From an optimization exercise on the open Yosys and OpenROAD flow, aimed at small area, a short achievable clock period and few clock cycles; shortcuts taken in it are not production practice.
Only simulation tests tie the RTL to the original design; equivalence was not proved.

==> zinc <==
==> flow/design.v (excerpt) <==
module speck_engine (
    input  wire         clk,
    input  wire         rst,         
    input  wire         cmd_valid,
    output wire         cmd_ready,
    input  wire [7:0]   cmd_op,      
    input  wire [127:0] cmd_key,     
    input  wire [63:0]  cmd_blk,     
    output reg          res_valid,
    output reg  [7:0]   res_status,
    output reg  [63:0]  res_blk      
);
Settings: LEC_CHECK=0, ABC_AREA=1, CAP_MARGIN=20, CORE_MARGIN=2, CORE_UTILIZATION=40, SETUP_SLACK_MARGIN=4.1, SLEW_MARGIN=20; clock period 7.0 ns.
run.sh (not shown) runs the stock make flow with config.mk's settings and CLKGATE_MAP_FILE= SYNTH_SCRIPT=/design/flow/synth_recipe.tcl, a recipe that flattens the netlist after the stock synthesis.
==> inputs of umber, as changes to zinc <==
--- a/flow/design.v
+++ b/flow/design.v
@@ -28,13 +28,10 @@
     reg         rdy;             
     assign cmd_ready = rdy;
     wire accept = cmd_valid && !ks_busy;
     wire [31:0] ks_lnew = (ks_k + {ks_l0[7:0], ks_l0[31:8]}) ^ {27'd0, ks_idx};
     wire [31:0] ks_knew = {ks_k[28:0], ks_k[31:29]} ^ ks_lnew;
-    wire [31:0] in_k0 = cmd_key[31:0];
-    wire [31:0] in_l3 = in_k0 + {cmd_key[39:32], cmd_key[63:40]};
-    wire [31:0] in_k1 = {in_k0[28:0], in_k0[31:29]} ^ in_l3;
     always @(posedge clk) begin
         if (rst) begin
             init_done <= 1'b0;
             ks_busy   <= 1'b0;
             ks_first  <= 1'b0;
@@ -52,33 +49,32 @@
             end
         end
     end
     always @(posedge clk) begin
         if (!ks_busy) begin
-            ks_k   <= in_k1;
-            ks_l0  <= cmd_key[95:64];
-            ks_l1  <= cmd_key[127:96];
-            ks_l2  <= in_l3;
-            ks_idx <= 5'd1;
+            ks_k   <= cmd_key[31:0];
+            ks_l0  <= cmd_key[63:32];
+            ks_l1  <= cmd_key[95:64];
+            ks_l2  <= cmd_key[127:96];
+            ks_idx <= 5'd0;
         end else begin
             ks_k   <= ks_knew;
             ks_l0  <= ks_l1;
             ks_l1  <= ks_l2;
             ks_l2  <= ks_lnew;
             ks_idx <= ks_idx + 5'd1;
         end
     end
     always @(posedge clk) begin
-        if (!ks_busy && !init_done) rk[0] <= in_k0;
-        if (ks_first) rk[1] <= ks_k;
+        if (ks_first) rk[0] <= ks_k;
         if (ks_busy) begin
             rk[NR-1] <= ks_knew;
         end
     end
     genvar g;
     generate
-        for (g = 2; g < NR - 1; g = g + 1) begin : g_rk
+        for (g = 1; g < NR - 1; g = g + 1) begin : g_rk
             always @(posedge clk)
                 if (ks_busy) rk[g] <= rk[g+1];
         end
     endgenerate
     reg [2:0] in_code;
@@ -105,12 +101,11 @@
         for (g = 0; g < NR; g = g + 1) begin : g_st
             wire [31:0] p = pp[g];
             wire [31:0] q = pq[g];
             wire        dec = code[g][2];
             wire [31:0] ke = rk[g];
-            wire [31:0] s;
-            speck_add32 u_add (.a(p), .b(q), .s(s));
+            wire [31:0] s = p + q;
             wire [31:0] s_ror8 = {s[7:0], s[31:8]};
             wire [31:0] s_rol8 = {s[23:0], s[31:24]};
             wire [31:0] e_w0 = s ^ ke;
             wire [31:0] e_w1 = {q[28:0], q[31:29]} ^ e_w0;
             if (g < NR - 1) begin : g_mid
@@ -148,31 +143,5 @@
                 res_blk <= (oc == C_ENC || oc == C_DEC) ? {out_w1, out_w0} : 64'd0;
             end
         end
     end
 endmodule
-module speck_add32 (
-    input  wire [31:0] a,
-    input  wire [31:0] b,
-    output wire [31:0] s
-);
-    wire [31:0] g [0:5];
-    wire [31:0] p [0:5];
-    assign g[0] = a & b;
-    assign p[0] = a ^ b;
-    genvar l, i;
-    generate
-        for (l = 0; l < 5; l = l + 1) begin : g_lvl
-            for (i = 0; i < 32; i = i + 1) begin : g_bit
-                if (i & (1 << l)) begin : g_op
-                    localparam integer J = ((i >> l) << l) - 1;
-                    assign g[l+1][i] = g[l][i] | (p[l][i] & g[l][J]);
-                    assign p[l+1][i] = p[l][i] & p[l][J];
-                end else begin : g_pass
-                    assign g[l+1][i] = g[l][i];
-                    assign p[l+1][i] = p[l][i];
-                end
-            end
-        end
-    endgenerate
-    assign s = p[0] ^ {g[5][30:0], 1'b0};
-endmodule
Settings changed: CORE_UTILIZATION 40 to 45, MIN_ROUTING_LAYER set to met2, SETUP_SLACK_MARGIN 4.1 to 4.3.
==> inputs of garnet, as changes to zinc <==
--- a/flow/design.v
+++ b/flow/design.v
@@ -23,62 +23,54 @@
     reg  [31:0] ks_k, ks_l0, ks_l1, ks_l2;
     reg  [31:0] rk [0:NR-1];
     reg  [2:0]  code [0:NR-1];
     reg  [31:0] pp   [0:NR-1];
     reg  [31:0] pq   [0:NR-1];
-    reg         rdy;             
-    assign cmd_ready = rdy;
+    assign cmd_ready = !ks_busy;
     wire accept = cmd_valid && !ks_busy;
     wire [31:0] ks_lnew = (ks_k + {ks_l0[7:0], ks_l0[31:8]}) ^ {27'd0, ks_idx};
     wire [31:0] ks_knew = {ks_k[28:0], ks_k[31:29]} ^ ks_lnew;
-    wire [31:0] in_k0 = cmd_key[31:0];
-    wire [31:0] in_l3 = in_k0 + {cmd_key[39:32], cmd_key[63:40]};
-    wire [31:0] in_k1 = {in_k0[28:0], in_k0[31:29]} ^ in_l3;
     always @(posedge clk) begin
         if (rst) begin
             init_done <= 1'b0;
             ks_busy   <= 1'b0;
             ks_first  <= 1'b0;
-            rdy       <= 1'b1;
         end else begin
             ks_first <= 1'b0;
             if (accept && cmd_op == OP_INIT && !init_done) begin
                 init_done <= 1'b1;
                 ks_busy   <= 1'b1;
                 ks_first  <= 1'b1;
-                rdy       <= 1'b0;
             end else if (ks_busy && ks_idx == 5'd25) begin
                 ks_busy   <= 1'b0;
-                rdy       <= 1'b1;
             end
         end
     end
     always @(posedge clk) begin
         if (!ks_busy) begin
-            ks_k   <= in_k1;
-            ks_l0  <= cmd_key[95:64];
-            ks_l1  <= cmd_key[127:96];
-            ks_l2  <= in_l3;
-            ks_idx <= 5'd1;
+            ks_k   <= cmd_key[31:0];
+            ks_l0  <= cmd_key[63:32];
+            ks_l1  <= cmd_key[95:64];
+            ks_l2  <= cmd_key[127:96];
+            ks_idx <= 5'd0;
         end else begin
             ks_k   <= ks_knew;
             ks_l0  <= ks_l1;
             ks_l1  <= ks_l2;
             ks_l2  <= ks_lnew;
             ks_idx <= ks_idx + 5'd1;
         end
     end
     always @(posedge clk) begin
-        if (!ks_busy && !init_done) rk[0] <= in_k0;
-        if (ks_first) rk[1] <= ks_k;
+        if (ks_first) rk[0] <= ks_k;
         if (ks_busy) begin
             rk[NR-1] <= ks_knew;
         end
     end
     genvar g;
     generate
-        for (g = 2; g < NR - 1; g = g + 1) begin : g_rk
+        for (g = 1; g < NR - 1; g = g + 1) begin : g_rk
             always @(posedge clk)
                 if (ks_busy) rk[g] <= rk[g+1];
         end
     endgenerate
     reg [2:0] in_code;
@@ -105,12 +97,11 @@
         for (g = 0; g < NR; g = g + 1) begin : g_st
             wire [31:0] p = pp[g];
             wire [31:0] q = pq[g];
             wire        dec = code[g][2];
             wire [31:0] ke = rk[g];
-            wire [31:0] s;
-            speck_add32 u_add (.a(p), .b(q), .s(s));
+            wire [31:0] s = p + q;
             wire [31:0] s_ror8 = {s[7:0], s[31:8]};
             wire [31:0] s_rol8 = {s[23:0], s[31:24]};
             wire [31:0] e_w0 = s ^ ke;
             wire [31:0] e_w1 = {q[28:0], q[31:29]} ^ e_w0;
             if (g < NR - 1) begin : g_mid
@@ -148,31 +139,5 @@
                 res_blk <= (oc == C_ENC || oc == C_DEC) ? {out_w1, out_w0} : 64'd0;
             end
         end
     end
 endmodule
-module speck_add32 (
-    input  wire [31:0] a,
-    input  wire [31:0] b,
-    output wire [31:0] s
-);
-    wire [31:0] g [0:5];
-    wire [31:0] p [0:5];
-    assign g[0] = a & b;
-    assign p[0] = a ^ b;
-    genvar l, i;
-    generate
-        for (l = 0; l < 5; l = l + 1) begin : g_lvl
-            for (i = 0; i < 32; i = i + 1) begin : g_bit
-                if (i & (1 << l)) begin : g_op
-                    localparam integer J = ((i >> l) << l) - 1;
-                    assign g[l+1][i] = g[l][i] | (p[l][i] & g[l][J]);
-                    assign p[l+1][i] = p[l][i] & p[l][J];
-                end else begin : g_pass
-                    assign g[l+1][i] = g[l][i];
-                    assign p[l+1][i] = p[l][i];
-                end
-            end
-        end
-    endgenerate
-    assign s = p[0] ^ {g[5][30:0], 1'b0};
-endmodule
Settings changed: SETUP_SLACK_MARGIN 4.1 to not set.
==> inputs of delta, as changes to zinc <==
Settings changed: SETUP_SLACK_MARGIN 4.1 to 4.3.
==> comparison <==
delta ran to the end with no violations. umber died in 5_1_grt (GRT-0116). garnet produced a clean layout. zinc completed with no timing, DRC or antenna violations.
Against delta, the synthesized area of garnet is higher by about 3.6%.
Via count, lowest first: zinc, delta, garnet.
The highest critical path depth belongs to zinc, the lowest to delta.
In garnet the register-to-register slack is worse than in delta, by 0.72 ns.
Of zinc and garnet, garnet has the higher synthesized cell count (gap 9.5%, measured against garnet).
Testbench counts of zinc, summed over its fixed seeds: cycles 2,256.
Testbench counts of umber, summed over its fixed seeds: cycles 2,280.
Testbench counts of garnet, summed over its fixed seeds: cycles 2,280.
Testbench counts of delta, summed over its fixed seeds: cycles 2,256.

[static timing again, ports no longer ideal]
In the flow no input, the clock included, has a driving cell. The finished layouts below were timed again as built, in two steps.
Step 1, drivers: a clkbuf_16 drives clk and a buf_2 each remaining input, both assumed.
Step 2 adds t to the input delays and takes it off the output delays; t is the mean of the earliest and latest rising clock arrival at the registers after step 1. Input paths then give back, and output paths get back, about the clock's delay inside the block.
Three values: no drivers, after step 1, after step 2; two values: the first two.
| run | shift t [ns] | setup slack, ns | hold WS [ns] | clock arrival spread, ns | worst register clock-pin slew, ns |
|---|---|---|---|---|---|
| zinc | 1.115 | 4.021 / 4.000 / 3.110 | 0.385 / 0.385 / 0.385 | 0.063 / 0.064 | 0.08 / 0.08 |
| garnet | 1.143 | 2.834 / 2.697 / 3.409 | 0.394 / 0.394 / 0.394 | 0.060 / 0.061 | 0.08 / 0.08 |
| delta | 1.119 | 4.126 / 3.996 / 3.332 | 0.387 / 0.387 / 0.387 | 0.073 / 0.073 | 0.08 / 0.08 |
After both steps every run listed still meets setup and hold. For zinc, which loses most, drivers alone change the setup slack by -0.021 ns; drivers and shift together by -0.911 ns.
